From an optimization exercise on the open Yosys and OpenROAD flow, aimed at small area and a short achievable clock period; shortcuts taken in it are not production practice. The RTL was checked by simulation tests, not by an equivalence proof against the original design. Power is estimated from default activity; no workload was simulated.

==> flow/design.v (outline; a module is shown in full before it is edited, if it fits) <==
// module bt_ctl: 61 lines
// module bt_window: 73 lines
// module bt_pop_a: 233 lines
// module bt_pop_b: 53 lines
// module bt_count: 1027 lines
// module bit_twiddle: 76 lines
module bit_twiddle (
    input  wire         clk,
    input  wire         rst,
    input  wire         in_valid,
    input  wire [5:0]   cmd,
    input  wire [127:0] value,
    input  wire [127:0] distance,
    output reg          out_valid,
    output reg  [1:0]   status,
    output reg  [127:0] result
);
  // ...
==> flow/run.sh <==
#!/bin/bash
# synth_recipe.tcl (not shown) runs the flow's synth.tcl, then flattens the netlist and writes it again
# the make line also repeats each setting of config.mk as NAME=value (left out here)
make -C /OpenROAD-flow-scripts/flow DESIGN_CONFIG=/design/flow/config.mk WORK_HOME=/design/flow/orfs CLKGATE_MAP_FILE= SYNTH_SCRIPT=/design/flow/synth_recipe.tcl finish
==> flow/config.mk <==
export PLATFORM = sky130hd
export DESIGN_NAME = bit_twiddle
export DESIGN_NICKNAME = bit_twiddle
export VERILOG_FILES = /design/flow/design.v
export SDC_FILE = /design/flow/constraint.sdc
export NUM_CORES = 4
export LEC_CHECK = 0
export ABC_CLOCK_PERIOD_IN_PS = 3400
export CAP_MARGIN = 40
export CELL_PAD_IN_SITES_DETAIL_PLACEMENT = 2
export CELL_PAD_IN_SITES_GLOBAL_PLACEMENT = 2
export CORE_MARGIN = 2
export CORE_UTILIZATION = 30
export PLACE_DENSITY = 0.55
export SETUP_SLACK_MARGIN = 5
export SLEW_MARGIN = 40
==> flow/constraint.sdc <==
create_clock -name core_clock -period 9.0 [get_ports {clk}]
set_input_delay 1.8000 -clock core_clock [delete_from_list [all_inputs] [get_ports {clk}]]
set_output_delay 1.8000 -clock core_clock [all_outputs]
set_load 0.01 [all_outputs]
==> results_dict.tcl, run 1 <==
set metrics [dict create \
    nMultiInputCombCells 2186 \
    core_area_sq_um 79300 \
    detail-route-antenna-nets 0 \
    crit_buf_inv 0 \
    finalSetupViolations 0 \
    wl_met1_mm 61.4 \
    grt_use_met2 0.611 \
    setup_ws_ns 4.79 \
    n_all_inverters 362 \
    status "finished clean" \
    worst_hold_slack_ns 0.330 \
    tritoncts "done" \
    synth_top_flop_cell "dfxtp_1" \
    largest_class "multi-input gates" \
    layout.cells.most_common_list "inv_1 (356), dfxtp_1 (314), clkdlybuf4s50_1 (276)" \
    clock_buffers 49 \
    vias_per_cell 6.24 \
    ir_drop_mv 0.366 \
    taps 1050 \
    multi_input_area_sq_um 15900 \
    place_congestion 1.00 \
    avgRoutedWirePerCell_um 35.3 \
    multi_input_area_share 0.515 \
    place_area_sq_um 29200 \
    seq_cells 319 \
    drtPass1Iterations 9 \
    p_seq_mw 1.74 \
    synth_warnings 2 \
    die_height_um 287 \
    p_comb_frac 0.447 \
    slowest_delay_ns 0.76 \
    internal_power_mw 3.78 \
    ys_top_cells_by_area "dfxtp_1 (26%), fa_1 (10%), inv_1 (5.6%), a21oi_1 (4.9%), o21ai_0 (4.5%)" \
    instances_no_fill 4457 \
    hold_path.startpoint "s1_status[1]" \
    seq_area_sq_um 6390 \
    r2r-start "s1_value[6]" \
    sh_seq_area 0.207 \
    ys_seq_elements 319 \
]
==> module bt_ctl, before the edit <==
module bt_ctl (
    input  wire [5:0]   cmd,
    input  wire         vneg,        
    input  wire [127:0] distance,
    output wire [5:0]   t,           
    output wire [5:0]   tn,          
    output wire [3:0]   w,           
    output wire [5:0]   u,           
    output wire         ka,          
    output wire         kb,          
    output wire         kc,          
    output wire         fillen,      
    output wire         k_o,         
    output wire         k_b,         
    output wire         k_r,         
    output wire         k_pop,       
    output wire         k_hib,       
    output wire         k_lob,       
    output wire [1:0]   status
);
    wire [3:0] op   = cmd[5:2];
    wire [1:0] wsel = cmd[1:0];
    wire w8  = (wsel == 2'd0);
    wire w16 = (wsel == 2'd1);
    wire w32 = (wsel == 2'd2);
    wire w64 = (wsel == 2'd3);
    assign w = {w64, w32, w16, w8};
    wire dneg = distance[127];
    wire negt = (op == 4'd0) | (op == 4'd2);
    wire [5:0] dlo = distance[5:0];
    assign t  = negt ? (~dlo + 6'd1) : dlo;
    assign tn = ~t;
    wire hz6 = ~|distance[127:6];
    wire ho6 =  &distance[127:6];
    wire hz5 = hz6 & ~distance[5], ho5 = ho6 & distance[5];
    wire hz4 = hz5 & ~distance[4], ho4 = ho5 & distance[4];
    wire hz3 = hz4 & ~distance[3], ho3 = ho4 & distance[3];
    wire hz  = w8 ? hz3 : w16 ? hz4 : w32 ? hz5 : hz6;
    wire ho  = w8 ? ho3 : w16 ? ho4 : w32 ? ho5 : ho6;
    wire [5:0] kmask = {w64, w64 | w32, w64 | w32 | w16, 3'b111};
    wire lnz = |(dlo & kmask);
    wire big = dneg ? ~(ho & lnz) : ~hz;
    wire [5:0] tk   = t & kmask;
    wire       tknz = |tk;
    assign u = tk | {~w64, w8 | w16, w8, 3'b000};
    wire is_sh = (op == 4'd2) | (op == 4'd3) | (op == 4'd4);
    wire right = (op == 4'd2) ? dneg : ~dneg;
    assign ka     = is_sh & big;
    assign kb     = is_sh & right;
    assign kc     = is_sh & ~right & tknz;
    assign fillen = (op == 4'd4) & ~dneg;
    assign k_o   = (op <= 4'd4);
    assign k_b   = (op == 4'd5);
    assign k_r   = (op == 4'd6);
    assign k_pop = (op == 4'd7);
    assign k_hib = (op == 4'd8);
    assign k_lob = (op == 4'd9);
    wire illegal = (op > 4'd9) | (op == 4'd5 && w8) | (op >= 4'd7 && !w8);
    wire domain  = (op == 4'd6 || op == 4'd7) && vneg;
    assign status = illegal ? 2'd2 : (domain ? 2'd1 : 2'd0);
endmodule
==> module bt_window, before the edit <==
module bt_window (
    input  wire [63:0] x,
    input  wire [5:0]  t,
    input  wire [5:0]  tn,
    input  wire [3:0]  w,
    input  wire [5:0]  u,
    input  wire        ka,
    input  wire        kb,
    input  wire        kc,
    input  wire        fillen,
    input  wire        k_o,
    input  wire        k_b,
    input  wire        k_r,
    output wire [63:0] y
);
    reg [63:0] rep;
    reg [63:0] rev;      
    reg [63:0] bsw;      
    integer j;
    always @(*) begin
        for (j = 0; j < 64; j = j + 1) begin
            if (j < 8)
                rep[j] = x[j];
            else if (j < 16)
                rep[j] = (x[j % 8] & w[0]) | (x[j] & ~w[0]);
            else if (j < 32)
                rep[j] = (x[j % 8] & w[0]) | (x[j % 16] & w[1]) | (x[j] & (w[2] | w[3]));
            else
                rep[j] = (x[j % 8] & w[0]) | (x[j % 16] & w[1]) | (x[j % 32] & w[2]) | (x[j] & w[3]);
        end
        for (j = 0; j < 64; j = j + 1) begin
            rev[j] = rep[63 - j];
            bsw[j] = rep[(7 - j / 8) * 8 + j % 8];
        end
    end
    wire [63:0] r0  = ({64{t[0]}} & {rep[0],    rep[63:1]})  | ({64{tn[0]}} & rep);
    wire [63:0] r1  = ({64{t[1]}} & {r0[1:0],   r0[63:2]})   | ({64{tn[1]}} & r0);
    wire [63:0] r2  = ({64{t[2]}} & {r1[3:0],   r1[63:4]})   | ({64{tn[2]}} & r1);
    wire [63:0] r3  = ({64{t[3]}} & {r2[7:0],   r2[63:8]})   | ({64{tn[3]}} & r2);
    wire [63:0] r4  = ({64{t[4]}} & {r3[15:0],  r3[63:16]})  | ({64{tn[4]}} & r3);
    wire [63:0] rot = ({64{t[5]}} & {r4[31:0],  r4[63:32]})  | ({64{tn[5]}} & r4);
    wire [7:0] uh_eq, uh_gt, ul_gt;
    genvar k;
    generate
        for (k = 0; k < 8; k = k + 1) begin : g_dec
            assign uh_eq[k] = (u[5:3] == k);
            assign uh_gt[k] = (u[5:3] >  k);
            assign ul_gt[k] = (u[2:0] >  k);
        end
    endgenerate
    reg [63:0] g, kill;
    always @(*)
        for (j = 0; j < 64; j = j + 1) begin
            g[j]    = uh_gt[(63 - j) / 8] | (uh_eq[(63 - j) / 8] & ul_gt[(63 - j) % 8]);
            kill[j] = ka | (g[j] & kb) | (~g[j] & kc);
        end
    wire sign = (x[7] & w[0]) | (x[15] & w[1]) | (x[31] & w[2]) | (x[63] & w[3]);
    wire fill = fillen & sign;
    reg [63:0] inw;
    reg [63:0] yr;
    always @(*)
        for (j = 0; j < 64; j = j + 1) begin
            if (j < 8)       inw[j] = 1'b1;
            else if (j < 16) inw[j] = ~w[0];
            else if (j < 32) inw[j] = w[2] | w[3];
            else             inw[j] = w[3];
            yr[j] = (x[j] & ~inw[j] & (k_o | k_b | k_r)) |
                    (bsw[j] & inw[j] & k_b) |
                    (rev[j] & inw[j] & k_r) |
                    (inw[j] & k_o & ((kill[j] & fill) | (~kill[j] & rot[j])));
        end
    assign y = yr;
endmodule
==> run 2, diff against run 1 <==
--- a/flow/design.v
+++ b/flow/design.v
@@ -7,4 +7,4 @@
     output wire [3:0]   w,           
-    output wire [5:0]   u,           
     output wire         ka,          
+    output wire [5:0]   u,           
     output wire         kb,          
@@ -29,4 +29,5 @@
     wire negt = (op == 4'd0) | (op == 4'd2);
+    wire zt   = (op == 4'd5) | (op == 4'd6);
     wire [5:0] dlo = distance[5:0];
-    assign t  = negt ? (~dlo + 6'd1) : dlo;
+    assign t  = zt ? 6'd0 : negt ? (~dlo + 6'd1) : dlo;
     assign tn = ~t;
@@ -66,4 +67,4 @@
     input  wire [3:0]  w,
-    input  wire [5:0]  u,
     input  wire        ka,
+    input  wire [5:0]  u,
     input  wire        kb,
@@ -96,3 +97,4 @@
     end
-    wire [63:0] r0  = ({64{t[0]}} & {rep[0],    rep[63:1]})  | ({64{tn[0]}} & rep);
+    wire [63:0] rin = ({64{k_o}} & rep) | ({64{k_b}} & bsw) | ({64{k_r}} & rev);
+    wire [63:0] r0  = ({64{t[0]}} & {rin[0],    rin[63:1]})  | ({64{tn[0]}} & rin);
     wire [63:0] r1  = ({64{t[1]}} & {r0[1:0],   r0[63:2]})   | ({64{tn[1]}} & r0);
@@ -128,5 +130,3 @@
             yr[j] = (x[j] & ~inw[j] & (k_o | k_b | k_r)) |
-                    (bsw[j] & inw[j] & k_b) |
-                    (rev[j] & inw[j] & k_r) |
-                    (inw[j] & k_o & ((kill[j] & fill) | (~kill[j] & rot[j])));
+                    (inw[j] & ((kill[j] & fill) | (~kill[j] & rot[j])));
         end
==> flow/flow/run.sh (new file) <==
#!/bin/bash
# Layout flow: the standard flow (standard.sh: the standard synthesis,
# floorplan, placement, CTS, routing), except that the ports are buffered
# with plain buffers (buf_1) instead of the delay buffers buffer_ports picks
# by default. Every input and output port still gets its own buffer.
set -euo pipefail
bash standard.sh "BUFFER_PORTS_ARGS=-buffer_cell sky130_fd_sc_hd__buf_1" finish > standard.log 2>&1
==> flow/standard.sh (new file) <==
#!/bin/bash
# synth_recipe.tcl (not shown) runs the flow's synth.tcl, then flattens the netlist and writes it again
# the make line also repeats each setting of config.mk as NAME=value (left out here)
make -C /OpenROAD-flow-scripts/flow DESIGN_CONFIG=/design/flow/config.mk WORK_HOME=/design/flow/orfs CLKGATE_MAP_FILE= SYNTH_SCRIPT=/design/flow/synth_recipe.tcl "${@:-finish}"
removed: flow/run.sh
==> run 2 against run 1 <==
Via count increased by 9.2%. Core utilization down 2.4 points. Critical endpoint is now result[3]. Hold slack barely moved. Synthesized cell count increased by 7.1%. Global-route usage grew 1.7 points. Clock-buffer cell count up 4. Area after synthesis rose by 5.1%.
==> results_dict.tcl, run 2 <==
set metrics [dict create \
    ctsHoldBuffers 0 \
    timing.rr.end "result[3]" \
    vias 30300 \
    max_freq_mhz 244 \
    grt_overflow_total 0 \
    core_area_sq_um 83700 \
    top_regs "result x128, s1_value x128, s1_p x27" \
    ys_seq_elements 319 \
    fin_crit_sh 0.456 \
    fin_nets 4059 \
    clock_skew_ns 0.0269 \
    worstPathCellList "inv_1 > ha_1 > nor4_2 > and2_1 > o21ai_0 > a2111oi_0 > buf_4 > o221ai_1 > a221oi_2 > o31ai_1" \
    final_common_cell "buf_1" \
    slew_viol_final 0 \
    synthesis.nets 3710 \
    grt_pass1_vias 30900 \
    synth.top_cell.area_share 0.252 \
    drive_gt1_frac 0.0950 \
    fin_crit_ns 4.10 \
    arrival_ns 4.57 \
    tritoncts "done" \
    start_kind "flop" \
    port_buffers 395 \
    grt_pass1_wl_mm 239 \
    synth_top_area_cell "dfxtp_1" \
    reg2regPathDepth 10 \
    utilization 0.365 \
    place_congestion 1.04 \
    tightest_slew_ns 1.01 \
    drt_iter0_drc 3519 \
    totalWireLength_mm 172 \
    synthToLayoutAreaGrowth_pct 20.7 \
    track_usage 0.387 \
    die_area_sq_um 86800 \
    power_mw 6.44 \
    synth_xor_area_frac 0.0228 \
    ir_drop_mv 0.259 \
    antenna_found_initial 13 \
    yosys.area_share.simple 0.169 \
    finalSetupViolations 0 \
    synthArstFlopShare 0 \
    synthCells 3260 \
    worstSetupEndpointType "flop" \
    crit_start "s1_value[43]" \
    grt_max_degree 95 \
    synth_compound_area_frac 0.330 \
    cts_root_buf "clkbuf_16" \
    vias_per_cell 6.35 \
    whs_endpoint "status[1]" \
    drtPass1Iterations 8 \
    die_height_um 295 \
    dp_hpwl_mm 138 \
    crit_path_max_fanout 5 \
    clk_pin_slew_ns 0.06 \
    synth_most_common_cell "a21oi_1" \
    detail-route-antenna-nets 0 \
    synth_area_sq_um 25300 \
    cellPowerDensity_nw_per_um2 211 \
    slew_headroom 0.324 \
    cts_buffers 42 \
    die_x_um 295 \
    worst_hold_slack_ns 0.330 \
    synth_warnings 2 \
    placed_cells 4664 \
    avgRoutedWirePerCell_um 36.0 \
    r2r_setup_slack_ns 4.90 \
    rows 106 \
    ios 396 \
    power.leakage_nw 12.1 \
    clock_path_buffers 3 \
    fin_tns_setup_ns 0 \
    cp.required_ns 9.47 \
    synth_top_family_by_area "compound AO/OA/AOI/OAI gates" \
    drc 0 \
    synth_common_cells "a21oi_1 (376), inv_1 (357), dfxtp_1 (319)" \
    seq_area_frac_synth 0.252 \
    avgSynthCellArea_sq_um 7.77 \
    synth_mux_area_frac 0.0147 \
    synth_cell_types 94 \
    worstSkewPairLatency_ns 0.62 \
    cts.sinks 319 \
    hold_violations 0 \
    start_util 0.303 \
    grt_setup_unrepaired "yes" \
    hold_class "reg -> reg" \
    slowest_stage "dfxtp_1" \
    hold_depth 0 \
    layout.cells.most_common_list "buf_1 (392), a21oi_1 (375), inv_1 (356)" \
    r2r-start "s1_value[43]" \
    instances_no_fill 4778 \
    hold_path.startpoint "s1_status[1]" \
    synth_fa_ha_area_frac 0.127 \
    cts_max_level 2 \
    ys_top_cells_by_area "dfxtp_1 (25%), fa_1 (9.5%), a21oi_1 (7.4%), inv_1 (5.3%), nor2_1 (3.8%)" \
    slowest_delay_ns 0.85 \
    crit_type "reg -> reg" \
    maxCapViolCount 0 \
    status "finished clean" \
    synth_top_flop_cell "dfxtp_1" \
    synth_edf_count 0 \
]
-- run 2: critical path: cells and delay by family, from the launching register on --
family	cells	cell delay, ns
AO/OA/AOI/OAI	5	1.40
adder cells (fa/ha/maj)	1	0.35
AND/OR/NAND/NOR	2	1.01
flip-flops	1	0.85
buffers and inverters	2	0.34
-- run 2: stage by stage --
stage,setup WS [ns],cell area (sq um)
2_1_floorplan,5.00,25300
3_5_place_dp,4.04,28200
4_1_cts,4.96,30100
5_1_grt,4.88,30600
6_report,4.90,30600
3_3_place_gp,4.06,28000
-- run 2: per-layer routing --
layer	part of all wire	wire (um)	up-vias	GRT usage
met1	0.43	74700	15700	0.535
met4	0.046	7910	14	0.154
met5	0.00053	91	-	0
met3	0.089	15400	338	0.0820
li1	-	-	12700	-
met2	0.43	74200	1615	0.585
-- run 2: where the power goes --
group | switching, mW | total, mW | internal, mW
Combinational | 1.81 | 2.75 | 0.936
Clock | 0.764 | 1.92 | 1.16
Sequential | 0.185 | 1.78 | 1.59
Total | 2.76 | 6.44 | 3.68
-- run 2: cells by family (layout without fill, tap and decap cells) --
kind of cell,count (synthesis),in the layout
adders and majority gates,185,185
buffers and inverters,556,937
DFF,319,319
other,0,3
and+or+nand+nor,872,872
muxes,35,35
xor gates and xnor gates,66,66
AOI/OAI and AO/OA,1227,1227
-- run 2: worst max-delay path by stage --
| stage | end | slack, ns | cells past startpoint |
|---|---|---|---|
| after CTS | result[2] | 4.96 | 11 |
| after global routing | result[3] | 4.88 | 10 |
| after detailed placement | result[1] | 4.04 | 11 |
| final | result[3] | 4.90 | 10 |
| after floorplan | s1_p[2] | 5.00 | 6 |
| after global placement | result[2] | 4.06 | 10 |
-- run 2: what timing repair did --
action                                  4_1_cts  5_1_grt
endpoints found under the setup margin       69       62
resized for setup                            41       50
pin swaps                                    11       18
buffers inserted                             13       21
-- run 2: final cells by class --
cell class                 instances  area [sq um]
fill                            9757         53100
multi-input combinational       2385         17500
clock buffer                      53          1160
tap                             1134          1420
antenna                            3          7.51
inverter                         358          1340
timing repair buffer             503          2340
clock inverter                    23           383
sequential                       319          6390
==> run 3, diff against run 2 <==
==> flow/flow/run.sh (replaced) <==
#!/bin/bash
set -euo pipefail
bash standard.sh "BUFFER_PORTS_ARGS=-buffer_cell sky130_fd_sc_hd__buf_1" SETUP_SLACK_MARGIN=6.0 finish > standard.log 2>&1
==> run 3 against run 2 <==
Worst setup slack improved by 0.19 ns. Fmax rose by 4.9%. Clock-buffer cell count rose by 2. Final area rose by 17%. Synthesized cell count did not move. Clock power fell by 4%. Sequential share of layout area fell by 2.9 points. Power rose by 8.6%. Via count rose by 4.8%. Clock skew rose by 0.022 ns. Largest cell class unchanged.
==> results_dict.tcl, run 3 <==
set metrics [dict create \
    grt_overflow_total 0 \
    die_x_um 295 \
    vias 31800 \
    pre_cts_slack_ns 4.16 \
    swShare 0.432 \
    avgSynthCellArea_sq_um 7.77 \
    internal_power_mw 3.97 \
    final_common_cell "a21oi_1" \
    detail-route-antenna-nets 0 \
    finalSetupViolations 0 \
    cp.required_ns 9.39 \
    maxCapViolCount 0 \
    synth_area_sq_um 25300 \
    fin_crit_sh 0.435 \
    fin_crit_ns 3.91 \
    power_frac_clock 0.265 \
    instances_no_fill 4977 \
    dp_hpwl_mm 136 \
    totalWireLength_mm 183 \
    track_usage 0.403 \
    cts_buffers 43 \
    ios 396 \
    synth_common_cells "a21oi_1 (376), inv_1 (357), dfxtp_1 (319)" \
    synthesis.nets 3710 \
    synth_top_area_cell "dfxtp_1" \
    status "finished clean" \
    rows 106 \
    synth.top_cell.area_share 0.252 \
    synth_edf_count 0 \
    synth_cell_types 94 \
    cts_max_level 2 \
    ys_top_cells_by_area "dfxtp_1 (25%), fa_1 (9.5%), a21oi_1 (7.4%), inv_1 (5.3%), nor2_1 (3.8%)" \
    place_area_sq_um 28200 \
    final_area_sq_um 35900 \
    ys_seq_elements 319 \
    placed_cells 4659 \
    core_area_sq_um 83700 \
    worstSetupEndpointType "flop" \
    drc 0 \
    p_sw_mw 3.03 \
    avgRoutedWirePerCell_um 36.8 \
    synthArstFlopShare 0 \
    cts.sinks 319 \
    grt_pass1_wl_mm 250 \
    fin_tns_setup_ns 0 \
    clock_path_buffers 3 \
    vias_per_cell 6.39 \
    r2r-start "s1_w[0]" \
    seq_power_share 0.255 \
    max_freq_mhz 256 \
    antenna_found_initial 8 \
    worstSkewPairLatency_ns 0.60 \
    clock_skew_ns 0.0487 \
    drive_gt1_frac 0.312 \
    hold_class "reg -> reg" \
    top_regs "result x128, s1_value x128, s1_p x27" \
    synthCells 3260 \
    place_congestion 1.00 \
    die_area_sq_um 86800 \
    tightest_slew_ns 1.04 \
    start_kind "flop" \
    drt_iter0_drc 3484 \
    hold_path.startpoint "s1_status[0]" \
    die_height_um 295 \
    clk_pin_slew_ns 0.06 \
    crit_start "s1_w[0]" \
    fin_nets 4255 \
    p_comb_frac 0.480 \
    grt_setup_unrepaired "yes" \
    tritoncts "done" \
    grt_pass1_vias 32600 \
    cts_root_buf "clkbuf_16" \
    nFillCells 9229 \
    ir_drop_mv 0.278 \
    layout.cells.most_common_list "a21oi_1 (338), dfxtp_1 (281), inv_1 (278)" \
    grt_max_degree 67 \
    cellPowerDensity_nw_per_um2 195 \
    synth_warnings 2 \
    crit_type "reg -> reg" \
    synthToLayoutAreaGrowth_pct 41.6 \
    power.leakage_nw 14.1 \
    port_buffers 395 \
    start_util 0.303 \
    hold_violations 0 \
    setup_ws_ns 5.09 \
    utilization 0.429 \
    synth_top_flop_cell "dfxtp_1" \
    slew_viol_final 0 \
    crit_path_max_fanout 5 \
    seq_area_frac_synth 0.252 \
    synth_most_common_cell "a21oi_1" \
    slew_headroom 0.301 \
    arrival_ns 4.30 \
    drtPass1Iterations 9 \
]
## run 3: cell counts after synthesis
Identical to the previous run, type by type.
## run 3: kinds of logic after synthesis
family,Yosys count,share of synthesized area
buffers and inverters,556,0.0851
muxes,35,0.0147
DFF,319,0.252
xor gates and xnor gates,66,0.0228
and+or+nand+nor,872,0.169
AOI/OAI and AO/OA,1227,0.330
adders and majority gates,185,0.127
## run 3: final cells by class
type                            count  area (sq um)  area share
Multi-Input combinational cell   2386         20000       0.558
Sequential cell                   319          6450       0.180
Timing Repair Buffer              697          5100       0.142
Tap cell                         1134          1420      0.0395
Inverter                          358          1380      0.0385
Clock buffer                       55          1210      0.0338
Clock inverter                     24           284     0.00792
Antenna cell                        4          10.0    0.000279
## run 3: power by group through the flow
stage | clock network [mW] | logic, mW | registers (mW)
after detailed placement | 0 | 2.67 | 1.79
after CTS | 1.87 | 3.14 | 1.77
after floorplan | 0 | 1.48 | 1.72
after global placement | 0 | 2.59 | 1.79
final | 1.85 | 3.36 | 1.79
after global routing | 1.93 | 3.58 | 1.79
## run 3: path summary, 6_finish.rpt
check                                  end  slack [ns]  cells past startpoint
worst max register to register  result[24]        5.09                     13
worst min register to register   status[0]        0.34                      0
worst max-delay path            result[24]        5.09                     13
worst min-delay path             status[0]        0.34                      0
## run 3: repair_timing
item	in CTS	in global routing
endpoints found under the setup margin	117	100
hold buffers	0	0
gates cloned	12	0
hold endpoints to repair	0	0
resized for setup	877	231
pin swaps	269	162
buffers inserted	173	49
## run 3: worst max-delay path, stage by stage (launching register included)
cell and delay, ns:
dfxtp_4 0.42, buf_12 0.17, or3_4 0.43, a22o_4 0.26, buf_12 0.14, a222oi_1 0.53
buf_4 0.24, a21oi_1 0.10, nor4_2 0.23, buf_4 0.23, nor2_2 0.04, a221o_1 0.32
a22oi_2 0.30, a41oi_2 0.28
## run 3: per-layer routing
layer | vias up | track usage | share of wire
met5 | - | 0 | 0.00021
met4 | 6 | 0.182 | 0.057
met3 | 468 | 0.0875 | 0.099
met2 | 1916 | 0.609 | 0.43
met1 | 16300 | 0.546 | 0.41
li1 | 13100 | - | -
## run 3: through the flow
| stage | hold slack (ns) | power, mW |
|---|---|---|
| after global routing | 0.348 | 7.30 |
| after floorplan | 0.310 | 3.20 |
| after detailed placement | 0.316 | 4.46 |
| after CTS | 0.341 | 6.79 |
| final | 0.337 | 7.00 |
| after global placement | 0.324 | 4.38 |
==> run 4, diff against run 3 <==
--- a/flow/config.mk
+++ b/flow/config.mk
@@ -7,3 +7,2 @@
 export LEC_CHECK = 0
-export ABC_CLOCK_PERIOD_IN_PS = 3400
 export CAP_MARGIN = 40
@@ -12,4 +11,4 @@
 export CORE_MARGIN = 2
-export CORE_UTILIZATION = 30
-export PLACE_DENSITY = 0.55
+export CORE_UTILIZATION = 55
+export PLACE_DENSITY = 0.7
 export SETUP_SLACK_MARGIN = 5
==> run 4 against run 3 <==
The flow now stops in 3_1_place_gp_skip_io. Synthesized cell count unchanged. Area after synthesis unchanged.
==> results_dict.tcl, run 4 <==
set metrics [dict create \
    synth_cell_types 94 \
    synth_top_flop_cell "dfxtp_1" \
    start_util 0.558 \
    die_x_um 219 \
    avgSynthCellArea_sq_um 7.77 \
    stop_error "[ERROR GPL-0301] Utilization 106.203 % exceeds 100%." \
    synth_most_common_cell "a21oi_1" \
    status "did not finish" \
    seq_area_frac_synth 0.252 \
    synth.top_cell.area_share 0.252 \
    synth_top_area_cell "dfxtp_1" \
    synth_warnings 2 \
    synthArstFlopShare 0 \
    rows 78 \
    synth_area_sq_um 25300 \
    die_height_um 219 \
    synthesis.nets 3710 \
    synth_common_cells "a21oi_1 (376), inv_1 (357), dfxtp_1 (319)" \
    ys_top_cells_by_area "dfxtp_1 (25%), fa_1 (9.5%), a21oi_1 (7.4%), inv_1 (5.3%), nor2_1 (3.8%)" \
    synth_edf_count 0 \
    ys_seq_elements 319 \
    synthCells 3260 \
    stop_stage "3_1_place_gp_skip_io" \
]
-- run 4: cells by family after synthesis --
kind of cell,after synthesis,synth area share
multiplexers,35,0.0147
AND/OR/NAND/NOR,872,0.169
buffers and inverters,556,0.0851
flip-flops,319,0.252
XOR/XNOR,66,0.0228
AO/OA/AOI/OAI,1227,0.330
adder cells (fa/ha/maj),185,0.127
==> run 5, diff against run 4 <==
--- a/flow/config.mk
+++ b/flow/config.mk
@@ -8,7 +8,7 @@
 export CAP_MARGIN = 40
-export CELL_PAD_IN_SITES_DETAIL_PLACEMENT = 2
-export CELL_PAD_IN_SITES_GLOBAL_PLACEMENT = 2
+export CELL_PAD_IN_SITES_DETAIL_PLACEMENT = 1
+export CELL_PAD_IN_SITES_GLOBAL_PLACEMENT = 1
 export CORE_MARGIN = 2
-export CORE_UTILIZATION = 55
-export PLACE_DENSITY = 0.7
+export CORE_UTILIZATION = 40
+export PLACE_DENSITY = 0.65
 export SETUP_SLACK_MARGIN = 5
==> run 5 against run 4 <==
Now clean on timing, DRC and antenna. Synthesized cell count did not move. Area after synthesis did not move.
==> results_dict.tcl, run 5 <==
set metrics [dict create \
    status "finished clean" \
    synth_top_flop_cell "dfxtp_1" \
    place_congestion 1.12 \
    synth_top_area_cell "dfxtp_1" \
    crit_path_max_fanout 24 \
    ctsHoldBuffers 0 \
    fin_crit_sh 0.416 \
    instances_no_fill 4703 \
    clk_pin_slew_ns 0.06 \
    avgSynthCellArea_sq_um 7.77 \
    synthCells 3260 \
    hold_depth 0 \
    ir_drop_mv 0.235 \
    detail-route-antenna-nets 0 \
    layout.cells.most_common_list "a21oi_1 (313), inv_1 (284), dfxtp_1 (268)" \
    tightest_slew_ns 1.28 \
    cp.required_ns 9.45 \
    totalWireLength_mm 168 \
    worst_hold_slack_ns 0.338 \
    synth_most_common_cell "a21oi_1" \
    power.leakage_nw 14.2 \
    r2r-start "s1_u[0]" \
    antenna_found_initial 9 \
    grt_max_degree 73 \
    drc 0 \
    r2r_setup_slack_ns 5.26 \
    ys_top_cells_by_area "dfxtp_1 (25%), fa_1 (9.5%), a21oi_1 (7.4%), inv_1 (5.3%), nor2_1 (3.8%)" \
    core_area_sq_um 62900 \
    place_area_sq_um 27800 \
    whs_endpoint "status[0]" \
    fin_tns_setup_ns 0 \
    cts_buffers 38 \
    hold_violations 0 \
    drtPass1Iterations 9 \
    worstSkewPairLatency_ns 0.59 \
    hold_path.startpoint "s1_status[0]" \
    start_util 0.403 \
    die_height_um 256 \
    die_x_um 256 \
    power_mw 6.90 \
    fin_nets 4272 \
    pre_cts_slack_ns 4.31 \
    final_area_sq_um 35900 \
    synth_area_sq_um 25300 \
    top_regs "result x128, s1_value x128, s1_p x27" \
    slew_headroom 0.142 \
    synth_warnings 2 \
    maxCapViolCount 0 \
    setup_ws_ns 5.26 \
    timing.rr.end "result[19]" \
    worstSetupEndpointType "flop" \
    final_common_cell "a21oi_1" \
    grt_pass1_vias 32000 \
    synth.top_cell.area_share 0.252 \
    rows 92 \
    reg2regPathDepth 12 \
    clock_skew_ns 0.0243 \
    synthToLayoutAreaGrowth_pct 41.8 \
    ys_seq_elements 319 \
    drt_iter0_drc 4880 \
    dp_hpwl_mm 120 \
    synth_common_cells "a21oi_1 (376), inv_1 (357), dfxtp_1 (319)" \
    grt_setup_unrepaired "yes" \
    vias_per_cell 6.97 \
    grt_overflow_total 0 \
    cts_root_buf "clkbuf_16" \
    utilization 0.572 \
    synthesis.nets 3710 \
    hold_class "reg -> reg" \
    tritoncts "done" \
    placed_cells 4366 \
    cts_max_level 2 \
    crit_type "reg -> reg" \
    grt_pass1_wl_mm 226 \
    vias 32800 \
    fin_crit_ns 3.74 \
    track_usage 0.472 \
    cellPowerDensity_nw_per_um2 192 \
    finalSetupViolations 0 \
    synthArstFlopShare 0 \
    cts.sinks 319 \
    max_freq_mhz 267 \
    port_buffers 395 \
    seq_area_frac_synth 0.252 \
    avgRoutedWirePerCell_um 35.8 \
    clock_path_buffers 3 \
    synth_edf_count 0 \
    die_area_sq_um 65400 \
    slew_viol_final 0 \
    arrival_ns 4.19 \
    synth_cell_types 94 \
    ios 396 \
    nFillCells 7392 \
    drive_gt1_frac 0.317 \
    start_kind "flop" \
]
## run 5: cell counts after synthesis
No cell type changed its count.
## run 5: power breakdown
part / total (mW) / switching, mW / internal [mW]
logic: 3.40 / 2.06 / 1.34
clock network: 1.70 / 0.714 / 0.985
registers: 1.80 / 0.209 / 1.59
## run 5: area by class of cell
class	count	area [sq um]	share of cell area
Multi-Input combinational cell	2386	20300	0.565
Sequential cell	319	6480	0.180
Timing Repair Buffer	719	5360	0.149
Inverter	358	1360	0.0380
Clock buffer	51	1060	0.0295
Tap cell	846	1060	0.0295
Clock inverter	17	268	0.00745
Antenna cell	7	17.5	0.000488
## run 5: worst max-delay path by stage
| stage | startpoint | endpoint | cells past startpoint |
|---|---|---|---|
| after floorplan | value[6] | s1_p[2] | 6 |
| after global placement | s1_w[3] | result[15] | 10 |
| after detailed placement | value[10] | s1_p[2] | 7 |
| after CTS | s1_value[61] | result[0] | 8 |
| after global routing | s1_w[0] | result[24] | 16 |
| final | s1_u[0] | result[19] | 12 |
## run 5: cell families after synthesis
group	after synthesis	share of synthesized area
xor gates and xnor gates	66	0.0228
DFF	319	0.252
buffers and inverters	556	0.0851
and+or+nand+nor	872	0.169
AOI/OAI and AO/OA	1227	0.330
muxes	35	0.0147
adders and majority gates	185	0.127
## run 5: metal layers
metal | vias to the layer above | GRT usage | routed length, um
met4 | 8 | 0.283 | 13700
met2 | 2603 | 0.678 | 67600
met5 | - | 0 | 178
met1 | 16200 | 0.594 | 62600
met3 | 831 | 0.184 | 24100
li1 | 13100 | - | -
## run 5: critical path: stages, from the launching register on
cell and delay (ns):
dfxtp_1 0.33, buf_6 0.30, a22oi_1 0.13, nor2b_1 1.00
a2111oi_4 0.09, buf_4 0.24, a21oi_1 0.32, nor4_4 0.05
buf_4 0.18, o22ai_1 0.33, a221oi_4 0.08, nand2b_4 0.16
a211oi_2 0.38
## run 5: repair_timing
action	4_1_cts	5_1_grt
cloned	8	6
gates resized for setup	867	333
setup buffers	148	100
hold endpoints to repair	0	0
pin swaps	269	230
setup endpoints to repair	102	96
==> run 6, diff against run 5 <==
==> flow/flow/run.sh (replaced) <==
#!/bin/bash
set -euo pipefail
bash standard.sh "BUFFER_PORTS_ARGS=-buffer_cell sky130_fd_sc_hd__buf_1" SETUP_SLACK_MARGIN=5.7 finish > standard.log 2>&1
==> run 6 against run 5 <==
Via count decreased by 1.3%. Worst setup slack worse by 0.022 ns. Final cell count is 1.5% lower.
==> results_dict.tcl, run 6 <==
set metrics [dict create \
    grt_pass1_wl_mm 226 \
    synth_common_cells "a21oi_1 (376), inv_1 (357), dfxtp_1 (319)" \
    swShare 0.437 \
    worstSkewPairLatency_ns 0.60 \
    tightest_slew_ns 1.05 \
    instances_no_fill 4634 \
    drc 0 \
    track_usage 0.472 \
    crit_path_max_fanout 4 \
    maxCapViolCount 0 \
    critPathTopFamily "adder cells" \
    seq_area_frac_synth 0.252 \
    hold_class "reg -> reg" \
    die_area_sq_um 65400 \
    power_mw 6.91 \
    totalWireLength_mm 166 \
    seq_power_share 0.259 \
    internal_power_mw 3.89 \
    drt_iter0_drc 5323 \
    cp.required_ns 9.46 \
    power_frac_clock 0.255 \
    arrival_ns 4.23 \
    ys_top_cells_by_area "dfxtp_1 (25%), fa_1 (9.5%), a21oi_1 (7.4%), inv_1 (5.3%), nor2_1 (3.8%)" \
    vias 32400 \
    slew_viol_final 0 \
    synth_top_area_cell "dfxtp_1" \
    finalSetupViolations 0 \
    p_sw_mw 3.02 \
    worst_hold_slack_ns 0.337 \
    synth_warnings 2 \
    fin_crit_ns 3.77 \
    layout.cells.most_common_list "a21oi_1 (339), inv_1 (299), buf_1 (277)" \
    ys_seq_elements 319 \
    cts_root_buf "clkbuf_16" \
    cts_buffers 39 \
    crit_buf_inv 3 \
    place_congestion 1.13 \
    start_kind "input port" \
    vias_per_cell 6.99 \
    synth_most_common_cell "a21oi_1" \
    status "finished clean" \
    grt_overflow_total 0 \
    synth.top_cell.area_share 0.252 \
    fin_nets 4204 \
    synth_cell_types 94 \
    clock_skew_ns 0.0327 \
    synth_top_flop_cell "dfxtp_1" \
    slew_headroom 0.297 \
    antenna_found_initial 10 \
    cts_max_level 2 \
    dp_hpwl_mm 122 \
    port_buffers 395 \
    fin_crit_sh 0.418 \
    rows 92 \
    clock_path_buffers 3 \
    cellPowerDensity_nw_per_um2 200 \
    core_area_sq_um 62900 \
    synth_edf_count 0 \
    synth_area_sq_um 25300 \
    ir_drop_mv 0.476 \
    worstSetupEndpointType "flop" \
    slowest_stage "fa_2" \
    setup_ws_ns 5.23 \
    clk_pin_slew_ns 0.06 \
    grt_setup_unrepaired "yes" \
    grt_max_degree 64 \
    synthToLayoutAreaGrowth_pct 36.4 \
    tritoncts "done" \
    start_util 0.403 \
    drive_gt1_frac 0.286 \
    worstPathCellList "buf_4 > fa_2 > inv_2 > fa_2 > fa_1 > inv_2 > fa_1" \
    slowest_delay_ns 0.63 \
    hold_violations 0 \
    avgRoutedWirePerCell_um 35.9 \
    die_x_um 256 \
    cts.sinks 319 \
    ctsHoldBuffers 0 \
    grt_pass1_vias 31600 \
    power.leakage_nw 13.6 \
    nFillCells 7467 \
    top_regs "result x128, s1_value x128, s1_p x27" \
    synthCells 3260 \
    drtPass1Iterations 7 \
    final_common_cell "a21oi_1" \
    die_height_um 256 \
    avgSynthCellArea_sq_um 7.77 \
    fin_tns_setup_ns 0 \
    synthArstFlopShare 0 \
    pre_cts_slack_ns 4.42 \
    ios 396 \
    max_freq_mhz 266 \
    synthesis.nets 3710 \
    p_comb_frac 0.486 \
    detail-route-antenna-nets 0 \
    crit_type "in -> reg" \
    placed_cells 4369 \
]
## run 6: cell counts after synthesis
No cell type changed its count.
## run 6: path summary, 6_finish.rpt
check	from	endpoint	slack, ns	cells after the start
setup / recovery	value[109]	s1_p[2]	5.23	7
hold / removal	s1_status[1]	status[1]	0.34	0
setup reg to reg	s1_p[15]	result[6]	5.34	12
hold reg to reg	s1_status[1]	status[1]	0.34	0
## run 6: power by group through the flow
stage	Sequential (mW)	Clock (mW)	Combinational, mW
finish	1.79	1.76	3.36
global route	1.79	1.81	3.51
CTS	1.76	1.74	3.00
detailed placement	1.79	0	2.58
global placement	1.78	0	2.46
floorplan	1.72	0	1.44
## run 6: cells by family (layout without fill, tap and decap cells)
group           count (synthesis)  after routing  synth area share
xor+xnor                       66             66            0.0228
buf+inv                       556           1078            0.0851
flops                         319            319             0.252
compound gates               1227           1227             0.330
fa+ha+maj                     185            185             0.127
mux                            35             35            0.0147
other cells                     0              5                 0
simple gates                  872            873             0.169
## run 6: metal layers
| metal | GRT usage | wire, um | vias up |
|---|---|---|---|
| li1 | - | - | 13000 |
| met1 | 0.589 | 61600 | 16000 |
| met2 | 0.692 | 68400 | 2622 |
| met3 | 0.185 | 24000 | 739 |
| met4 | 0.261 | 12300 | 10 |
| met5 | 0.00512 | 77 | - |
## run 6: area by class of cell
cell class,instances,area [sq um],share of cell area
Clock inverter,23,314,0.00909
Multi-Input combinational cell,2386,19900,0.577
Clock buffer,47,1070,0.0309
Inverter,358,1370,0.0397
Sequential cell,319,6480,0.188
Tap cell,846,1060,0.0306
Antenna cell,5,12.5,0.000362
Timing Repair Buffer,650,4320,0.125
## run 6: through the flow
step,area [sq um],util
3_5_place_dp,27800,0.443
4_1_cts,32300,0.514
6_report,34600,0.550
5_1_grt,34500,0.550
3_3_place_gp,27700,0.440
2_1_floorplan,25500,-
## run 6: timing repair
item	4_1_cts	5_1_grt
cloned	5	6
endpoints found under the hold margin	0	0
setup endpoints to repair	90	87
pin swaps	170	212
buffers inserted	99	79
gates resized for setup	607	353
## run 6: worst reg2reg max path, delay by kind of cell, from the launching register on
family / cells / cell delay, ns
adders and majority gates: 6 / 2.29
buffers and inverters: 3 / 0.21
AOI/OAI and AO/OA: 3 / 0.71
DFF: 1 / 0.32
==> run 7, diff against run 6 <==
==> flow/flow/run.sh (replaced) <==
#!/bin/bash
set -euo pipefail
bash standard.sh "BUFFER_PORTS_ARGS=-buffer_cell sky130_fd_sc_hd__buf_1" SETUP_SLACK_MARGIN=5.2 finish > standard.log 2>&1
==> run 7 against run 6 <==
Routed wire length decreased by 9.1%. First-iteration DRC count fell by 18%. Core utilization down 6.2 points. Sequential cell count unchanged. Clock power decreased by 9%. Via count is 5.9% lower. Non-clock buffer count is 125 lower. Hold slack got worse by 0.0014 ns. Still clean on timing, DRC and antenna.
==> results_dict.tcl, run 7 <==
set metrics [dict create \
    status "finished clean" \
    dp_hpwl_mm 119 \
    slew_viol_final 0 \
    grt_overflow_total 0 \
    max_freq_mhz 258 \
    vias_per_cell 6.75 \
    synth_common_cells "a21oi_1 (376), inv_1 (357), dfxtp_1 (319)" \
    ios 396 \
    seq_area_frac_synth 0.252 \
    ys_seq_elements 319 \
    synth_area_sq_um 25300 \
    die_area_sq_um 65400 \
    detail-route-antenna-nets 0 \
    synth_top_flop_cell "dfxtp_1" \
    drt_iter0_drc 4378 \
    synth.top_cell.area_share 0.252 \
    finalSetupViolations 0 \
    grt_pass1_vias 30300 \
    hold_class "reg -> reg" \
    cellPowerDensity_nw_per_um2 204 \
    ir_drop_mv 0.297 \
    arrival_ns 4.26 \
    rows 92 \
    top_regs "result x128, s1_value x128, s1_p x27" \
    pre_cts_slack_ns 4.33 \
    vias 30500 \
    synth_top_area_cell "dfxtp_1" \
    die_x_um 256 \
    clock_path_buffers 3 \
    place_area_sq_um 27700 \
    layout.cells.most_common_list "a21oi_1 (374), inv_1 (350), buf_1 (344)" \
    hold_violations 0 \
    totalWireLength_mm 151 \
    start_util 0.403 \
    place_congestion 1.15 \
    grt_pass1_wl_mm 214 \
    start_kind "flop" \
    nFillCells 7756 \
    clk_pin_slew_ns 0.06 \
    worstSetupEndpointType "flop" \
    ys_top_cells_by_area "dfxtp_1 (25%), fa_1 (9.5%), a21oi_1 (7.4%), inv_1 (5.3%), nor2_1 (3.8%)" \
    crit_path_max_fanout 65 \
    placed_cells 4367 \
    grt_setup_unrepaired "yes" \
    synth_cell_types 94 \
    drtPass1Iterations 8 \
    grt_max_degree 73 \
    maxCapViolCount 0 \
    power.leakage_nw 12.3 \
    worstSkewPairLatency_ns 0.59 \
    synth_most_common_cell "a21oi_1" \
    drc 0 \
    instances_no_fill 4509 \
    antenna_found_initial 13 \
    avgRoutedWirePerCell_um 33.6 \
    fin_crit_ns 3.88 \
    synthArstFlopShare 0 \
    cts_buffers 39 \
    fin_tns_setup_ns 0 \
    final_common_cell "a21oi_1" \
    cts.sinks 319 \
    cts_root_buf "clkbuf_16" \
    clock_skew_ns 0.0355 \
    setup_ws_ns 5.12 \
    drive_gt1_frac 0.130 \
    synthesis.nets 3710 \
    tightest_slew_ns 0.925 \
    synthCells 3260 \
    die_height_um 256 \
    crit_type "reg -> reg" \
    slew_headroom 0.376 \
    fin_nets 4078 \
    cp.required_ns 9.39 \
    track_usage 0.445 \
    core_area_sq_um 62900 \
    cts_max_level 2 \
    synthToLayoutAreaGrowth_pct 21.0 \
    synth_edf_count 0 \
    final_area_sq_um 30700 \
    avgSynthCellArea_sq_um 7.77 \
    worst_hold_slack_ns 0.336 \
    port_buffers 395 \
    fin_crit_sh 0.431 \
    tritoncts "done" \
    synth_warnings 2 \
]
run 7: cell counts after synthesis:
Identical to the previous run, type by type.
run 7: repair_timing:
| action | in CTS | in global routing |
|---|---|---|
| hold buffers | 0 | 0 |
| endpoints found under the hold margin | 0 | 0 |
| setup endpoints to repair | 75 | 69 |
| buffers inserted | 32 | 34 |
| resized for setup | 165 | 94 |
| pin swaps | 39 | 36 |
run 7: worst max-delay path, stage by stage (launching register included):
cell	delay (ns)
dfxtp_2	0.32
buf_4	0.36
buf_12	0.34
nand2_1	0.38
a21oi_1	0.38
a2111oi_4	0.06
buf_4	0.20
o22ai_1	0.14
a21oi_1	0.06
nand2_1	0.41
a221o_1	0.34
a21oi_1	0.10
a211oi_1	0.50
run 7: power breakdown:
group / leakage [nW] / internal, mW / switching, mW
Combinational: 8.95 / 1.03 / 1.85
Sequential: 2.67 / 1.59 / 0.189
Clock: 0.634 / 0.924 / 0.676
run 7: cell type report:
cell class | count | area (sq um) | area share
clock buffer | 51 | 1100 | 0.0359
tap | 846 | 1060 | 0.0345
antenna | 9 | 22.5 | 0.000735
clock inverter | 16 | 164 | 0.00535
timing repair buffer | 525 | 2670 | 0.0871
sequential | 319 | 6400 | 0.209
multi-input combinational | 2385 | 17900 | 0.584
inverter | 358 | 1350 | 0.0439
run 7: cells by family after synthesis:
kind of cell	count (synthesis)	synth area share
flops	319	0.252
compound gates	1227	0.330
simple gates	872	0.169
buf+inv	556	0.0851
fa+ha+maj	185	0.127
xor+xnor	66	0.0228
mux	35	0.0147
run 7: final timing paths:
path / start / end / slack, ns / depth (start not counted)
max: s1_w[3] / result[51] / 5.12 / 12
min: s1_status[0] / status[0] / 0.34 / 0
max reg2reg: s1_w[3] / result[51] / 5.12 / 12
min reg2reg: s1_status[0] / status[0] / 0.34 / 0
run 7: layer usage:
layer	vias to the layer above	track usage	routed length, um
met1	15000	0.574	59200
met4	16	0.230	10200
met2	2172	0.653	62300
met3	541	0.156	19500
li1	12700	-	-
met5	-	0	96
run 7: stage by stage:
step	util	total power, mW
after floorplan	-	3.14
final	0.488	6.26
after detailed placement	0.441	4.37
after global routing	0.487	6.48
after CTS	0.476	6.04
after global placement	0.439	4.26
==> run 8, diff against run 7 <==
==> flow/flow/run.sh (replaced) <==
#!/bin/bash
set -euo pipefail
bash standard.sh "BUFFER_PORTS_ARGS=-buffer_cell sky130_fd_sc_hd__buf_1" SETUP_SLACK_MARGIN=5.5 finish > standard.log 2>&1
==> run 8 against run 7 <==
Clock-buffer cell count stayed put. First-iteration DRC count is 2.3% lower. Global-route usage is 1.7 points higher. Largest power group unchanged.
==> results_dict.tcl, run 8 <==
set metrics [dict create \
    synthArstFlopShare 0 \
    synthesis.nets 3710 \
    synth_area_sq_um 25300 \
    seq_area_frac_synth 0.252 \
    vias_per_cell 6.97 \
    cts.sinks 319 \
    start_kind "input port" \
    top_regs "result x128, s1_value x128, s1_p x27" \
    place_area_sq_um 27800 \
    ys_seq_elements 319 \
    synth_top_flop_cell "dfxtp_1" \
    maxCapViolCount 0 \
    drtPass1Iterations 7 \
    cts_buffers 39 \
    port_buffers 395 \
    grt_pass1_wl_mm 223 \
    worstSkewPairLatency_ns 0.62 \
    die_area_sq_um 65400 \
    drive_gt1_frac 0.222 \
    fin_nets 4136 \
    ys_top_cells_by_area "dfxtp_1 (25%), fa_1 (9.5%), a21oi_1 (7.4%), inv_1 (5.3%), nor2_1 (3.8%)" \
    drc 0 \
    totalWireLength_mm 160 \
    synth_top_area_cell "dfxtp_1" \
    hold_violations 0 \
    avgRoutedWirePerCell_um 35.1 \
    worst_hold_slack_ns 0.339 \
    fin_crit_sh 0.414 \
    setup_ws_ns 5.27 \
    hold_class "reg -> reg" \
    detail-route-antenna-nets 0 \
    slew_headroom 0.399 \
    final_area_sq_um 32800 \
    grt_setup_unrepaired "yes" \
    grt_pass1_vias 31300 \
    vias 31800 \
    synth_common_cells "a21oi_1 (376), inv_1 (357), dfxtp_1 (319)" \
    status "finished clean" \
    cts_root_buf "clkbuf_16" \
    crit_type "in -> reg" \
    die_height_um 256 \
    cts_max_level 2 \
    slew_viol_final 0 \
    tritoncts "done" \
    clk_pin_slew_ns 0.06 \
    clock_path_buffers 3 \
    synth.top_cell.area_share 0.252 \
    cellPowerDensity_nw_per_um2 208 \
    fin_tns_setup_ns 0 \
    final_common_cell "a21oi_1" \
    nFillCells 7553 \
    place_congestion 1.10 \
    tightest_slew_ns 0.893 \
    synthToLayoutAreaGrowth_pct 29.5 \
    antenna_found_initial 12 \
    ir_drop_mv 0.526 \
    grt_max_degree 72 \
    fin_crit_ns 3.73 \
    pre_cts_slack_ns 4.37 \
    ios 396 \
    clock_skew_ns 0.0419 \
    worstSetupEndpointType "flop" \
    crit_path_max_fanout 4 \
    synth_cell_types 94 \
    die_x_um 256 \
    ctsHoldBuffers 0 \
    synth_warnings 2 \
    layout.cells.most_common_list "a21oi_1 (363), inv_1 (306), dfxtp_1 (302)" \
    grt_overflow_total 0 \
    rows 92 \
    core_area_sq_um 62900 \
    start_util 0.403 \
    synth_edf_count 0 \
    avgSynthCellArea_sq_um 7.77 \
    synth_most_common_cell "a21oi_1" \
    cp.required_ns 9.50 \
    power.leakage_nw 13.0 \
    synthCells 3260 \
    track_usage 0.462 \
    drt_iter0_drc 4279 \
    finalSetupViolations 0 \
    max_freq_mhz 268 \
    arrival_ns 4.22 \
    dp_hpwl_mm 121 \
]
==> run 8: cell counts after synthesis <==
Identical to the previous run, type by type.
==> run 8: logic make-up (layout without fill, tap and decap cells) <==
group / count (synthesis) / in the layout / synth area share
compound gates: 1227 / 1227 / 0.330
xor+xnor: 66 / 66 / 0.0228
fa+ha+maj: 185 / 185 / 0.127
buf+inv: 556 / 1009 / 0.0851
flops: 319 / 319 / 0.252
mux: 35 / 35 / 0.0147
other cells: 0 / 6 / 0
simple gates: 872 / 872 / 0.169
==> run 8: where the power goes <==
| group | internal, mW | switching [mW] | total, mW |
|---|---|---|---|
| Clock | 1.06 | 0.726 | 1.79 |
| Sequential | 1.59 | 0.179 | 1.77 |
| Combinational | 1.22 | 2.04 | 3.26 |
| Total | 3.87 | 2.95 | 6.82 |
==> run 8: routing by layer <==
metal  wire [um]  global-route usage
met2       67000               0.688
met3       20800               0.144
met5          30                   0
met1       60500               0.593
met4       11800               0.257
==> run 8: final timing paths <==
path | from | endpoint | slack, ns | depth (start not counted)
max reg2reg | s1_w[0] | result[59] | 5.27 | 12
max | value[122] | s1_p[2] | 5.27 | 7
min reg2reg | s1_status[1] | status[1] | 0.34 | 0
min | s1_status[1] | status[1] | 0.34 | 0
==> run 8: per-stage QoR <==
step | instances | utilization | total power, mW
4_1_cts | 4499 | 0.495 | 6.47
3_5_place_dp | 4374 | 0.443 | 4.36
2_1_floorplan | 3260 | - | 3.15
3_3_place_gp | 4368 | 0.440 | 4.24
5_1_grt | 4559 | 0.522 | 7.04
6_report | 4565 | 0.522 | 6.82
==> run 8: critical path, stage by stage <==
cell and delay (ns):
buf_2 0.17, fa_1 0.57, inv_1 0.07, fa_2 0.56, inv_4 0.06, fa_2 0.55
fa_2 0.43
==> run 8: layout make-up <==
class | count | area (sq um) | area share
sequential | 319 | 6420 | 0.196
clock buffer | 51 | 1120 | 0.0342
multi-input combinational | 2385 | 19000 | 0.580
inverter | 358 | 1380 | 0.0419
tap | 846 | 1060 | 0.0323
antenna | 6 | 15.0 | 0.000458
clock inverter | 17 | 307 | 0.00934
timing repair buffer | 583 | 3500 | 0.107
==> run 8: what timing repair did <==
action	4_1_cts	5_1_grt
gates resized for setup	390	307
endpoints found under the setup margin	88	77
cloned	0	6
pin swaps	105	138
buffers inserted	57	54
==> run 9, diff against run 8 <==
==> flow/flow/run.sh (replaced) <==
#!/bin/bash
set -euo pipefail
bash standard.sh "BUFFER_PORTS_ARGS=-buffer_cell sky130_fd_sc_hd__buf_1" SETUP_SLACK_MARGIN=5.4 finish > standard.log 2>&1
==> run 9 against run 8 <==
Core utilization down 2.5 points. Synthesized cell count unchanged. Routed wire length down 4.7%. Critical path depth unchanged. Final area down 4.7%. Critical path type unchanged. Clock-buffer cell count unchanged. Global-route usage down 1.4 points. Sequential cell count unchanged. Sequential power about the same.
==> results_dict.tcl, run 9 <==
set metrics [dict create \
    dp_hpwl_mm 119 \
    max_freq_mhz 267 \
    whs_endpoint "status[0]" \
    fin_nets 4074 \
    r2r-start "s1_w[2]" \
    antenna_found_initial 12 \
    slew_viol_final 0 \
    cts_buffers 39 \
    place_congestion 1.13 \
    power_mw 6.44 \
    cts_root_buf "clkbuf_16" \
    worst_hold_slack_ns 0.337 \
    die_x_um 256 \
    synthToLayoutAreaGrowth_pct 23.4 \
    hold_class "reg -> reg" \
    finalSetupViolations 0 \
    reg2regPathDepth 11 \
    hold_depth 0 \
    core_area_sq_um 62900 \
    hold_violations 0 \
    vias_per_cell 6.75 \
    fin_tns_setup_ns 0 \
    synth_area_sq_um 25300 \
    seq_power_share 0.277 \
    crit_path_max_fanout 4 \
    clk_pin_slew_ns 0.06 \
    die_height_um 256 \
    arrival_ns 4.19 \
    clock_path_buffers 3 \
    synthArstFlopShare 0 \
    start_util 0.403 \
    cp.required_ns 9.44 \
    synth_top_flop_cell "dfxtp_1" \
    avgRoutedWirePerCell_um 33.9 \
    synth_warnings 2 \
    hold_path.startpoint "s1_status[0]" \
    synthesis.nets 3710 \
    grt_pass1_vias 30500 \
    r2r_setup_slack_ns 5.27 \
    grt_setup_unrepaired "yes" \
    power_frac_clock 0.270 \
    ys_seq_elements 319 \
    ios 396 \
    drc 0 \
    p_sw_mw 2.75 \
    port_buffers 395 \
    synth_cell_types 94 \
    grt_max_degree 72 \
    grt_pass1_wl_mm 216 \
    cts.sinks 319 \
    seq_area_frac_synth 0.252 \
    pre_cts_slack_ns 4.26 \
    detail-route-antenna-nets 0 \
    vias 30400 \
    drt_iter0_drc 4311 \
    synth.top_cell.area_share 0.252 \
    fin_crit_sh 0.416 \
    rows 92 \
    power.leakage_nw 12.4 \
    die_area_sq_um 65400 \
    tritoncts "done" \
    avgSynthCellArea_sq_um 7.77 \
    start_kind "input port" \
    clock_skew_ns 0.0470 \
    ys_top_cells_by_area "dfxtp_1 (25%), fa_1 (9.5%), a21oi_1 (7.4%), inv_1 (5.3%), nor2_1 (3.8%)" \
    totalWireLength_mm 153 \
    synth_common_cells "a21oi_1 (376), inv_1 (357), dfxtp_1 (319)" \
    final_common_cell "a21oi_1" \
    synth_most_common_cell "a21oi_1" \
    internal_power_mw 3.69 \
    cts_max_level 2 \
    layout.cells.most_common_list "a21oi_1 (372), inv_1 (325), buf_1 (303)" \
    setup_ws_ns 5.25 \
    swShare 0.427 \
    drive_gt1_frac 0.170 \
    tightest_slew_ns 0.928 \
    p_comb_frac 0.453 \
    status "finished clean" \
    worstSetupEndpointType "flop" \
    cellPowerDensity_nw_per_um2 206 \
    synthCells 3260 \
    fin_crit_ns 3.75 \
    crit_type "in -> reg" \
    slew_headroom 0.371 \
    top_regs "result x128, s1_value x128, s1_p x27" \
    worstSkewPairLatency_ns 0.61 \
    synth_top_area_cell "dfxtp_1" \
    maxCapViolCount 0 \
    synth_edf_count 0 \
    timing.rr.end "result[23]" \
    grt_overflow_total 0 \
    ir_drop_mv 0.390 \
    crit_start "value[56]" \
    track_usage 0.448 \
    drtPass1Iterations 9 \
    ctsHoldBuffers 0 \
]
## run 9: cell counts after synthesis
No cell type changed its count.
## run 9: power by group through the flow
stage	logic [mW]	registers, mW	clock network [mW]
2_1_floorplan	1.43	1.72	0
3_3_place_gp	2.43	1.79	0
3_5_place_dp	2.48	1.79	0
4_1_cts	2.66	1.76	1.74
5_1_grt	3.13	1.79	1.80
6_report	2.92	1.79	1.74
## run 9: stage by stage
step	std cells	cell area, sq um	util
final	4506	31300	0.498
after global routing	4501	31300	0.497
after CTS	4471	30300	0.482
after detailed placement	4365	27800	0.442
after global placement	4361	27600	0.439
after floorplan	3260	25400	-
## run 9: cell type report
type                       instances  area [sq um]
antenna                            6          15.0
sequential                       319          6420
clock buffer                      51          1100
tap                              846          1060
fill                            7780         31600
timing repair buffer             521          2800
multi-input combinational       2385         18200
clock inverter                    20           285
inverter                         358          1360
## run 9: timing repair
action | 4_1_cts | 5_1_grt
buffers inserted | 35 | 25
endpoints found under the setup margin | 85 | 76
pin swaps | 57 | 70
resized for setup | 229 | 222
cloned | 0 | 2
## run 9: how the worst max path moves through the flow
stage / endpoint / slack [ns] / cells past startpoint
after floorplan: s1_p[2] / 5.00 / 6
after global placement: result[9] / 4.11 / 10
after detailed placement: s1_p[5] / 4.26 / 7
after CTS: s1_p[2] / 5.29 / 7
after global routing: s1_p[2] / 5.25 / 7
final: s1_p[2] / 5.25 / 7
## run 9: worst max-delay path, stage by stage
cell and delay (ns):
buf_1 0.15, fa_1 0.57, inv_1 0.06, fa_1 0.51, inv_1 0.11, fa_2 0.57, fa_1 0.43
## run 9: logic make-up (layout without fill, tap and decap cells)
kind of cell | after synthesis | in the layout | synth area share
xor gates and xnor gates | 66 | 66 | 0.0228
and+or+nand+nor | 872 | 872 | 0.169
buffers and inverters | 556 | 950 | 0.0851
other | 0 | 6 | 0
muxes | 35 | 35 | 0.0147
adders and majority gates | 185 | 185 | 0.127
DFF | 319 | 319 | 0.252
AOI/OAI and AO/OA | 1227 | 1227 | 0.330
## run 9: metal layers
layer,wire length (um),GRT usage
met1,59600,0.577
met2,63400,0.662
met3,19600,0.155
met4,10000,0.233
met5,73,0.00219
==> run 10, diff against run 9 <==
--- a/flow/config.mk
+++ b/flow/config.mk
@@ -11,4 +11,4 @@
 export CORE_MARGIN = 2
-export CORE_UTILIZATION = 40
-export PLACE_DENSITY = 0.65
+export CORE_UTILIZATION = 45
+export PLACE_DENSITY = 0.68
 export SETUP_SLACK_MARGIN = 5
==> run 10 against run 9 <==
Clock skew increased by 0.0023 ns. Synthesized cell count is the same. Clock power about the same. Non-clock buffer count is 7 higher.
==> results_dict.tcl, run 10 <==
set metrics [dict create \
    synth_compound_area_frac 0.330 \
    arrival_ns 4.27 \
    final_common_cell "a21oi_1" \
    rows 86 \
    worstSkewPairLatency_ns 0.60 \
    synth_cell_types 94 \
    clock_skew_ns 0.0493 \
    hold_violations 0 \
    cts_root_buf "clkbuf_16" \
    crit_type "reg -> reg" \
    slowest_delay_ns 0.79 \
    synthCells 3260 \
    hold_class "reg -> reg" \
    worstPathCellList "nand2_2 > nand2_1 > nand3_1 > mux2_2 > nor2_1 > o22ai_4 > nor3_4 > o211ai_1" \
    maxCapViolCount 0 \
    synth_top_area_cell "dfxtp_1" \
    r2r_setup_slack_ns 5.15 \
    cellPowerDensity_nw_per_um2 221 \
    grt_setup_unrepaired "yes" \
    fin_crit_sh 0.428 \
    vias 32800 \
    synth.top_cell.area_share 0.252 \
    place_congestion 1.16 \
    avgSynthCellArea_sq_um 7.77 \
    synth_warnings 2 \
    grt_pass1_vias 32500 \
    cp.required_ns 9.42 \
    cts_max_level 2 \
    synth_edf_count 0 \
    synth_area_sq_um 25300 \
    synth_fa_ha_area_frac 0.127 \
    synthesis.nets 3710 \
    worstSetupEndpointType "flop" \
    power.leakage_nw 12.5 \
    port_buffers 395 \
    synthToLayoutAreaGrowth_pct 23.6 \
    die_area_sq_um 58200 \
    synth_top_family_by_area "compound AO/OA/AOI/OAI gates" \
    tritoncts "done" \
    slowest_stage "dfxtp_2" \
    slew_viol_final 0 \
    ys_top_cells_by_area "dfxtp_1 (25%), fa_1 (9.5%), a21oi_1 (7.4%), inv_1 (5.3%), nor2_1 (3.8%)" \
    track_usage 0.549 \
    tightest_slew_ns 0.968 \
    fin_nets 4082 \
    worst_hold_slack_ns 0.343 \
    grt_max_degree 73 \
    finalSetupViolations 0 \
    ios 396 \
    cts_buffers 39 \
    synth_mux_area_frac 0.0147 \
    max_freq_mhz 260 \
    fin_tns_setup_ns 0 \
    avgRoutedWirePerCell_um 37.5 \
    yosys.area_share.simple 0.169 \
    drtPass1Iterations 9 \
    slew_headroom 0.349 \
    seq_area_frac_synth 0.252 \
    dp_hpwl_mm 120 \
    placed_cells 4266 \
    status "finished clean" \
    drive_gt1_frac 0.186 \
    start_util 0.457 \
    final_area_sq_um 31300 \
    grt_overflow_total 0 \
    totalWireLength_mm 166 \
    synthArstFlopShare 0 \
    vias_per_cell 7.41 \
    clk_pin_slew_ns 0.07 \
    synth_common_cells "a21oi_1 (376), inv_1 (357), dfxtp_1 (319)" \
    instances_no_fill 4423 \
    core_area_sq_um 55400 \
    layout.cells.most_common_list "a21oi_1 (371), inv_1 (306), dfxtp_1 (300)" \
    ir_drop_mv 0.321 \
    drt_iter0_drc 5519 \
    crit_path_max_fanout 18 \
    synth_xor_area_frac 0.0228 \
    grt_pass1_wl_mm 230 \
    antenna_found_initial 17 \
    critPathTopFamily "simple AND/OR/NAND/NOR gates" \
    top_regs "result x128, s1_value x128, s1_p x27" \
    ys_seq_elements 319 \
    crit_buf_inv 0 \
    fin_crit_ns 3.85 \
    start_kind "flop" \
    drc 0 \
    clock_path_buffers 3 \
    detail-route-antenna-nets 0 \
    cts.sinks 319 \
    die_height_um 241 \
    die_x_um 241 \
    synth_top_flop_cell "dfxtp_1" \
    synth_most_common_cell "a21oi_1" \
    place_area_sq_um 27600 \
]
==> run 10: cell counts after synthesis <==
No cell type changed its count.
==> run 10: worst register-to-register path, stage by stage (launching register included) <==
cell,delay (ns)
dfxtp_2,0.79
nand2_2,0.54
nand2_1,0.45
nand3_1,0.15
mux2_2,0.32
nor2_1,0.70
o22ai_4,0.18
nor3_4,0.37
o211ai_1,0.16
==> run 10: routing by layer <==
layer  share of wire  routed length, um  vias to the layer above  GRT usage
met4           0.095              15800                       14      0.402
met3            0.16              25800                     1053      0.258
met2            0.40              67000                     3171      0.786
met5          0.0012                192                        -     0.0126
li1                -                  -                    12700          -
met1            0.34              57200                    15800      0.640
==> run 10: report_power, final <==
| group | internal, mW | switching (mW) |
|---|---|---|
| sequential | 1.59 | 0.214 |
| combinational | 1.21 | 2.16 |
| clock | 0.998 | 0.749 |
| total | 3.80 | 3.12 |
==> run 10: path summary, 6_finish.rpt <==
check	from	end	cells past startpoint
setup / recovery	s1_u[1]	result[5]	8
hold / removal	s1_status[0]	status[0]	0
setup reg to reg	s1_u[1]	result[5]	8
hold reg to reg	s1_status[0]	status[0]	0
==> run 10: cells by family after synthesis <==
kind of cell             after synthesis
flip-flops                           319
buffers and inverters                556
adder cells (fa/ha/maj)              185
AND/OR/NAND/NOR                      872
AO/OA/AOI/OAI                       1227
multiplexers                          35
XOR/XNOR                              66
==> run 10: what timing repair did <==
| action | CTS | global route |
|---|---|---|
| buffers inserted | 34 | 36 |
| endpoints found under the setup margin | 86 | 80 |
| cloned | 0 | 3 |
| gates resized for setup | 315 | 217 |
| pin swaps | 82 | 83 |
| hold buffers | 0 | 0 |
==> run 10: stage by stage <==
stage	power [mW]	setup slack, ns	utilization
6_report	6.92	5.15	0.565
4_1_cts	6.39	5.23	0.546
5_1_grt	6.95	5.19	0.564
3_5_place_dp	4.39	4.39	0.498
3_3_place_gp	4.13	4.34	0.495
2_1_floorplan	3.15	5.00	-
==> run 10: final cells by class <==
type	instances	area [sq um]
clock buffer	55	1170
clock inverter	15	195
sequential	319	6410
antenna	14	35.0
tap	748	936
timing repair buffer	528	2970
inverter	358	1360
multi-input combinational	2386	18200
fill	6647	24100

==> static timing again, ports no longer ideal <==
The flow's constraints put no driver on any port. The routed layouts listed below were extracted and timed again, unchanged, in two steps. Step 1 (the two cells are an assumption about what drives the block):
set clk [get_ports {clk}]
set_driving_cell -lib_cell sky130_fd_sc_hd__clkbuf_16 $clk
set_driving_cell -lib_cell sky130_fd_sc_hd__buf_2 [delete_from_list [all_inputs] $clk]
Step 2 also shifts input and output timing later by t, the mid clock arrival at the registers, as if the neighbouring blocks saw the same clock. Slacks: ideal / step 1 / step 2; pairs: ideal / step 1.
| run | t, ns | setup WS [ns] | worst setup path after step 2 |
|---|---|---|---|
| run 1 | 0.659 | 4.785 / 4.785 / 4.408 | input to register |
| run 2 | 0.674 | 4.899 / 4.899 / 4.341 | input to register |
| run 3 | 0.650 | 5.089 / 5.089 / 4.648 | input to register |
| run 5 | 0.635 | 5.257 / 5.257 / 4.673 | input to register |
| run 6 | 0.637 | 5.235 / 5.247 / 4.610 | input to register |
| run 7 | 0.625 | 5.124 / 5.124 / 4.538 | input to register |
| run 8 | 0.664 | 5.271 / 5.274 / 4.653 | input to register |
| run 9 | 0.645 | 5.254 / 5.267 / 4.623 | input to register |
| run 10 | 0.631 | 5.151 / 5.151 / 4.573 | input to register |
After both steps every run listed still meets setup and hold. For run 9, which loses most, drivers alone change the setup slack by +0.013 ns; drivers and shift together by -0.631 ns.
